Background: an optimization exercise with open tools, aiming at small area. Do not read the settings as production practice. Only simulation tests tie the RTL to the original design; equivalence was not proved. The flow treats the clock pin as an ideal source. Dropping or thinning the clock tree relies on that and would not hold on a real chip. Power and IR drop assume default switching activity.

==> inputs of 12-19 <==
// bbm_bridge
module bbm_bridge (
    input  wire       clk,
    input  wire       rst,
    input  wire       in_valid,
    input  wire [7:0] in_data,
    output wire       in_ready,
    output reg        out_valid,
    output reg  [7:0] out_data,
    input  wire       out_ready,
    output reg        scl_oe,
    output reg        sda_oe,
    input  wire       sda_i,
    output reg        spi_cs_n,
    output reg        spi_sck,
    output reg        spi_mosi,
    input  wire       spi_miso
);
export LEC_CHECK = 0
export ABC_AREA = 1
export CAP_MARGIN = 20
export CORE_MARGIN = 2
export CORE_UTILIZATION = 40
export SLEW_MARGIN = 20
create_clock -name core_clock -period 10.0 [get_ports {clk}]
standard.sh (not shown) runs the stock make flow with config.mk's settings and CLKGATE_MAP_FILE= SYNTH_SCRIPT=/design/flow/synth_recipe.tcl, a recipe that flattens the netlist after the stock synthesis.
==> flow/flow/run.sh <==
#!/bin/bash
# Standard ORFS layout with three changes: a stronger ABC area script for
# the combinational logic, ports buffered with the smallest buffer, and a
# four-buffer clock tree in place of ORFS's H-tree.
set -euo pipefail
here=$(pwd)
export BBM_ABC_SCRIPT="$here/flow/abc_area.script"
export BUFFER_PORTS_ARGS="-buffer_cell sky130_fd_sc_hd__buf_1"
export PRE_CTS_TCL="$here/flow/clock_tree.tcl"
cat flow/abc_override.tcl synth_recipe.tcl > my_synth.tcl
sed "s#$here/synth_recipe.tcl#$here/my_synth.tcl#g" standard.sh > my_standard.sh
grep -q my_synth.tcl my_standard.sh
bash my_standard.sh > "$here/standard.log" 2>&1
==> flow/flow/abc_area.script <==
strash
&get -n
&deepsyn -T 10
&put
dch -f
amap
topo
stime -c
==> flow/flow/clock_tree.tcl <==
# Small clock tree: split the clock sinks into N groups by location and
# drive each group from one clock buffer placed at the group's centre.
proc bbm_clock_tree {ncl cell} {
  set block [ord::get_db_block]
  set clknet [$block findNet clk]
  set sinks {}
  foreach it [$clknet getITerms] {
    set inst [$it getInst]
    set loc [$inst getLocation]
    lappend sinks [list [lindex $loc 0] [lindex $loc 1] "[$inst getName]/[[$it getMTerm] getName]"]
  }
  # recursive bisection along the longer side
  set groups [list $sinks]
  while {[llength $groups] < $ncl} {
    set big 0; set bi 0; set i 0
    foreach g $groups { if {[llength $g] > $big} {set big [llength $g]; set bi $i}; incr i }
    set g [lindex $groups $bi]
    set xs [lsort -integer [lmap s $g {lindex $s 0}]]
    set ys [lsort -integer [lmap s $g {lindex $s 1}]]
    set axis [expr {([lindex $xs end] - [lindex $xs 0]) >= ([lindex $ys end] - [lindex $ys 0]) ? 0 : 1}]
    set g [lsort -integer -index $axis $g]
    set h [expr {[llength $g] / 2}]
    set groups [lreplace $groups $bi $bi [lrange $g 0 [expr {$h - 1}]] [lrange $g $h end]]
  }
  set k 0
  foreach g $groups {
    set sx 0; set sy 0; set pins {}
    foreach s $g { incr sx [lindex $s 0]; incr sy [lindex $s 1]; lappend pins [get_pins [lindex $s 2]] }
    set n [llength $g]
    set cx [expr {$sx / $n / 1000.0}]; set cy [expr {$sy / $n / 1000.0}]
    insert_buffer -buffer_cell $cell -net clk -load_pins $pins -location [list $cx $cy] -buffer_name clkbuf_leaf_$k -net_name clknet_leaf_$k
    incr k
  }
}

# Replace ORFS's clock tree with the small one above: four leaf buffers,
# each driving a quarter of the registers, fed straight from the clock port.
rename clock_tree_synthesis bbm_orfs_clock_tree_synthesis
proc clock_tree_synthesis {args} {
  bbm_clock_tree 4 sky130_fd_sc_hd__clkbuf_16
  set_propagated_clock [all_clocks]
}
Other scripts of this flow, unchanged in this note and not shown: flow/flow/abc_override.tcl
==> inputs of 09-15, as changes to 12-19 <==
--- a/flow/design.v
+++ b/flow/design.v
@@ -13,23 +13,23 @@
     output reg        spi_cs_n,
     output reg        spi_sck,
     output reg        spi_mosi,
     input  wire       spi_miso
 );
     localparam [4:0] H_CMD = 5'd0, H_OP = 5'd1, H_ALEN = 5'd2, H_DEV = 5'd3,
                      H_AH = 5'd4, H_AL = 5'd5, H_LEN = 5'd6,
-                     I_START = 5'd7, I_DEV0 = 5'd8, X_AH = 5'd9, X_AL = 5'd10,
-                     I_RSTART = 5'd11, I_DEV1 = 5'd12,
-                     X_READ = 5'd13, X_PUT = 5'd14, X_NEXT = 5'd15, X_DATA = 5'd16,
+                     I_START = 5'd7, I_DEV0 = 5'd8, X_AH = 5'd9, X_AL = 5'd12,
+                     I_RSTART = 5'd11, I_DEV1 = 5'd10,
+                     X_READ = 5'd13, X_PUT = 5'd14, X_NEXT = 5'd16, X_DATA = 5'd15,
                      X_END = 5'd17, I_SETTLE = 5'd18,
                      S_CSA1 = 5'd19, S_WREN = 5'd20, S_CSD1 = 5'd21, S_CSA2 = 5'd22,
                      S_CMD = 5'd23, S_PCSA = 5'd24, S_RDSR = 5'd25, S_SAVE = 5'd26,
                      S_PCSD = 5'd27, S_CHECK = 5'd28;
-    localparam [2:0] E_IDLE = 3'd0, E_PRE = 3'd1, E_A = 3'd2, E_B = 3'd3,
-                     E_SAMP = 3'd4, E_C = 3'd5, E_DONE = 3'd6, E_PUTW = 3'd7;
+    localparam [2:0] E_IDLE = 3'd0, E_A = 3'd2, E_B = 3'd3,
+                     E_SAMP = 3'd5, E_C = 3'd4, E_DONE = 3'd6, E_PUTW = 3'd1;
     reg [4:0] P;
     reg [2:0] E;
     reg [3:0] dly;
     reg [3:0] bc;       
     reg       is_spi, is_read, alen2;
     reg [7:1] dev;
     reg [7:0] ah, al, count;
@@ -58,16 +58,16 @@
             S_RDSR:  wbyte = 8'h05;
             default: wbyte = al;
         endcase
     end
     wire wbit = wbyte[bc[2:0]];
     wire rd   = (P == X_READ);
     wire csd  = (P == S_CSD1) || (P == X_END) || (P == S_PCSD);
-    localparam [2:0] K_WAIT = 3'd0, K_ONE = 3'd1, K_START = 3'd2, K_STOP = 3'd3,
-                     K_IB = 3'd4, K_CS = 3'd5, K_SB = 3'd6;
+    localparam [2:0] K_WAIT = 3'd0, K_ONE = 3'd6, K_START = 3'd2, K_STOP = 3'd1,
+                     K_IB = 3'd3, K_CS = 3'd5, K_SB = 3'd4;
     wire [2:0] k_byte = is_spi ? K_SB : K_IB;
     reg [2:0] kind;
     reg [4:0] nextP;
     reg       go;       
     always @(*) begin
         kind  = K_WAIT;
         nextP = 5'bxxxxx;
@@ -108,37 +108,38 @@
             S_CHECK:  begin kind = K_ONE; nextP = al[0] ? S_PCSA : X_PUT; end
             default:  begin kind = 3'bxxx; go = 1'bx; end
         endcase
     end
     wire k_start = (kind == K_START), k_stop = (kind == K_STOP), k_ib = (kind == K_IB);
     wire k_cs = (kind == K_CS), k_sb = (kind == K_SB);
     wire i2c  = k_start | k_stop | k_ib;
-    wire samp = k_sb ? rd : k_ib & (rd ^ ackf);
+    wire samp = k_sb ? rd : k_start | k_ib & (rd ^ ackf);
     wire lastslot = k_sb ? bc0 : ~k_ib | ackf;
     reg [2:0] En;
     reg [3:0] dn;
     reg       adv;
     always @(*) begin
         En  = E;
         dn  = 4'd0;
         adv = 1'b0;
         case (E)
             E_IDLE: if (go) begin
                         if (kind == K_ONE) adv = 1'b1;
                         else if (kind == K_WAIT) En = E_PUTW;
-                        else begin En = k_start ? E_PRE : E_A; dn = 4'd1; end
+                        else if (k_sb & rd) begin En = E_B; dn = 4'd5; end
+                        else begin En = E_A; dn = 4'd1; end
                     end else if (P == I_SETTLE) dn = 4'd8;
-            E_PRE:  En = E_A;
-            E_A:    begin En = k_cs ? E_DONE : E_B; dn = i2c ? 4'd8 : k_cs ? 4'd0 : rd ? 4'd3 : 4'd4; end
-            E_B:    if (samp) begin En = E_SAMP; dn = k_sb ? 4'd4 : 4'd0; end
+            E_A:    begin En = k_cs ? E_DONE : E_B; dn = k_start | k_cs ? 4'd0 : i2c ? 4'd8 : 4'd4; end
+            E_B:    if (samp) begin En = E_SAMP; dn = k_sb ? 4'd4 : k_start ? 4'd8 : 4'd0; end
                     else begin En = E_C; dn = k_sb ? 4'd4 : 4'd8; end
             E_SAMP: begin En = E_C; dn = i2c ? 4'd8 : 4'd0; end
             E_C:    begin
                         dn = i2c ? 4'd8 : 4'd0;
                         if (lastslot) En = E_DONE;
+                        else if (rd & k_sb) begin En = E_B; dn = 4'd4; end
                         else En = (rd & k_ib & ~bc0) ? E_B : E_A;
                     end
             E_DONE: begin En = E_IDLE; adv = 1'b1; end
             default: if (outfree) begin En = E_IDLE; adv = 1'b1; end    
         endcase
     end
     wire issue = act && idle && go && kind != K_ONE && kind != K_WAIT;
@@ -163,27 +164,24 @@
             if (act && E == E_PUTW && outfree) begin
                 out_data  <= is_read ? al : 8'h4B;
                 out_valid <= 1'b1;
             end else if (out_valid && out_ready)
                 out_valid <= 1'b0;
             if (act) begin
                 case (E)
-                    E_PRE: sda_oe <= 1'b0;
                     E_A: begin
-                        if (k_start) scl_oe <= 1'b0;
-                        if (k_stop)  sda_oe <= 1'b1;
-                        if (k_ib)    sda_oe <= ackf ? (rd & ~last) : (~rd & ~wbit);
-                        if (k_cs)    spi_cs_n <= csd;
-                        if (k_sb & ~rd) spi_mosi <= wbit;
+                        if (i2c)  sda_oe <= k_ib ? (ackf ? (rd & ~last) : (~rd & ~wbit)) : k_stop;
+                        if (k_cs) spi_cs_n <= csd;
+                        if (k_sb) spi_mosi <= wbit;
                     end
                     E_B: begin
-                        if (k_start) sda_oe <= 1'b1;
-                        else if (i2c) scl_oe <= 1'b0;
+                        if (i2c)  scl_oe <= 1'b0;
                         if (k_sb) spi_sck <= 1'b1;
                     end
+                    E_SAMP: if (k_start) sda_oe <= 1'b1;
                     E_C: begin
                         if (k_stop) sda_oe <= 1'b0;
                         else if (i2c) scl_oe <= 1'b1;
                         if (k_sb) spi_sck <= 1'b0;
                     end
                     default: ;
                 endcase
==> flow/flow/abc_area.script (replaced) <==
strash
&get -n
&deepsyn -T 10
&put
dch -f
amap -F 10 -A 30 -C 1000
topo
stime -c
--- a/flow/flow/clock_tree.tcl
+++ b/flow/flow/clock_tree.tcl
@@ -33,10 +33,10 @@
   }
 }
 
 # Replace ORFS's clock tree with the small one above: four leaf buffers,
 # each driving a quarter of the registers, fed straight from the clock port.
 rename clock_tree_synthesis bbm_orfs_clock_tree_synthesis
 proc clock_tree_synthesis {args} {
-  bbm_clock_tree 4 sky130_fd_sc_hd__clkbuf_16
+  bbm_clock_tree 4 sky130_fd_sc_hd__clkbuf_8
   set_propagated_clock [all_clocks]
 }
Settings changed: CAP_MARGIN 20 to 0, CORE_UTILIZATION 40 to 70, GPL_TIMING_DRIVEN set to 0, SLEW_MARGIN 20 to 0.
==> inputs of 01-26, as changes to 12-19 <==
--- a/flow/design.v
+++ b/flow/design.v
@@ -21,15 +21,15 @@
                      I_RSTART = 5'd11, I_DEV1 = 5'd12,
                      X_READ = 5'd13, X_PUT = 5'd14, X_NEXT = 5'd15, X_DATA = 5'd16,
                      X_END = 5'd17, I_SETTLE = 5'd18,
                      S_CSA1 = 5'd19, S_WREN = 5'd20, S_CSD1 = 5'd21, S_CSA2 = 5'd22,
                      S_CMD = 5'd23, S_PCSA = 5'd24, S_RDSR = 5'd25, S_SAVE = 5'd26,
                      S_PCSD = 5'd27, S_CHECK = 5'd28;
     localparam [2:0] E_IDLE = 3'd0, E_PRE = 3'd1, E_A = 3'd2, E_B = 3'd3,
-                     E_SAMP = 3'd4, E_C = 3'd5, E_DONE = 3'd6, E_PUTW = 3'd7;
+                     E_SAMP = 3'd4, E_C = 3'd5, E_DONE = 3'd7, E_PUTW = 3'd6;
     reg [4:0] P;
     reg [2:0] E;
     reg [3:0] dly;
     reg [3:0] bc;       
     reg       is_spi, is_read, alen2;
     reg [7:1] dev;
     reg [7:0] ah, al, count;
@@ -58,16 +58,16 @@
             S_RDSR:  wbyte = 8'h05;
             default: wbyte = al;
         endcase
     end
     wire wbit = wbyte[bc[2:0]];
     wire rd   = (P == X_READ);
     wire csd  = (P == S_CSD1) || (P == X_END) || (P == S_PCSD);
-    localparam [2:0] K_WAIT = 3'd0, K_ONE = 3'd1, K_START = 3'd2, K_STOP = 3'd3,
-                     K_IB = 3'd4, K_CS = 3'd5, K_SB = 3'd6;
+    localparam [2:0] K_WAIT = 3'd0, K_ONE = 3'd6, K_START = 3'd2, K_STOP = 3'd3,
+                     K_IB = 3'd4, K_CS = 3'd5, K_SB = 3'd1;
     wire [2:0] k_byte = is_spi ? K_SB : K_IB;
     reg [2:0] kind;
     reg [4:0] nextP;
     reg       go;       
     always @(*) begin
         kind  = K_WAIT;
         nextP = 5'bxxxxx;
==> flow/flow/abc_area.script (replaced) <==
strash
&get -n
&deepsyn -T 10
&put
dch -f
amap -F 10 -A 30 -C 1000
topo
stime -c
--- a/flow/flow/clock_tree.tcl
+++ b/flow/flow/clock_tree.tcl
@@ -33,10 +33,10 @@
   }
 }
 
 # Replace ORFS's clock tree with the small one above: four leaf buffers,
 # each driving a quarter of the registers, fed straight from the clock port.
 rename clock_tree_synthesis bbm_orfs_clock_tree_synthesis
 proc clock_tree_synthesis {args} {
-  bbm_clock_tree 4 sky130_fd_sc_hd__clkbuf_16
+  bbm_clock_tree 4 sky130_fd_sc_hd__clkbuf_8
   set_propagated_clock [all_clocks]
 }
Settings changed: CAP_MARGIN 20 to 0, CORE_UTILIZATION 40 to 70, SLEW_MARGIN 20 to 0.
==> summary.txt <==
outcome finished clean; Final Power 595 uW; share of the synthesized area in the top cell type 34.8%; Inverters 69; buffer and inverter count on the worst path 5; Top cell by count, worst path nor2_1; Worst Setup SP P[1]; # Taps 108; Adder-Cell Fraction of Synth Area 1.73%; area of the multi-input gates 1660 sq um
Source of the figures above: 12-19

==> summary.txt <==
outcome finished clean; Adder-Cell Fraction of Synth Area 2.13%; Worst Setup SP P[0]; Seq pwr share 57.1%; Final Power 549 uW; area of the multi-input gates 1620 sq um; buffer and inverter count on the worst path 4; share of the synthesized area in the top cell type 35.8%; Inverters 54
Source of the figures above: 01-26

==> summary.txt <==
buffer and inverter count on the worst path 3; area of the multi-input gates 1560 sq um; Inverters 62; outcome finished clean; share of the synthesized area in the top cell type 36.1%; Worst Setup SP in_data[3]; Adder-Cell Fraction of Synth Area 1.43%; Final Power 523 uW
Source of the figures above: 09-15

No run of this note takes its clock network from TritonCTS; it comes from the design's own scripts or RTL.

-- static timing again, ports no longer ideal --
No port has a modelled driver above. Below, the same layouts with a new extraction and two added sets of constraints. Step 1, drivers: a clkbuf_16 drives clk and a buf_2 each remaining input, both assumed. Step 2 moves the port delays by t, midway between the first and last clock arrival at a register: inputs arrive t later, outputs are due t later. That takes back most of the time a late clock gives input paths. Three values: no drivers, after step 1, after step 2; two values: the first two.
run	t, ns	setup WS [ns]	slew at the worst register clock pin (ns)
12-19	0.224	5.239 / 5.238 / 5.238	0.08 / 0.08
09-15	0.223	4.860 / 4.840 / 4.678	0.11 / 0.11
01-26	0.226	4.520 / 4.520 / 4.520	0.12 / 0.12
After both steps setup and hold are still met in every run listed. The setup slack of 09-15, which loses most, moves by -0.020 ns with the drivers and by -0.182 ns with both steps.
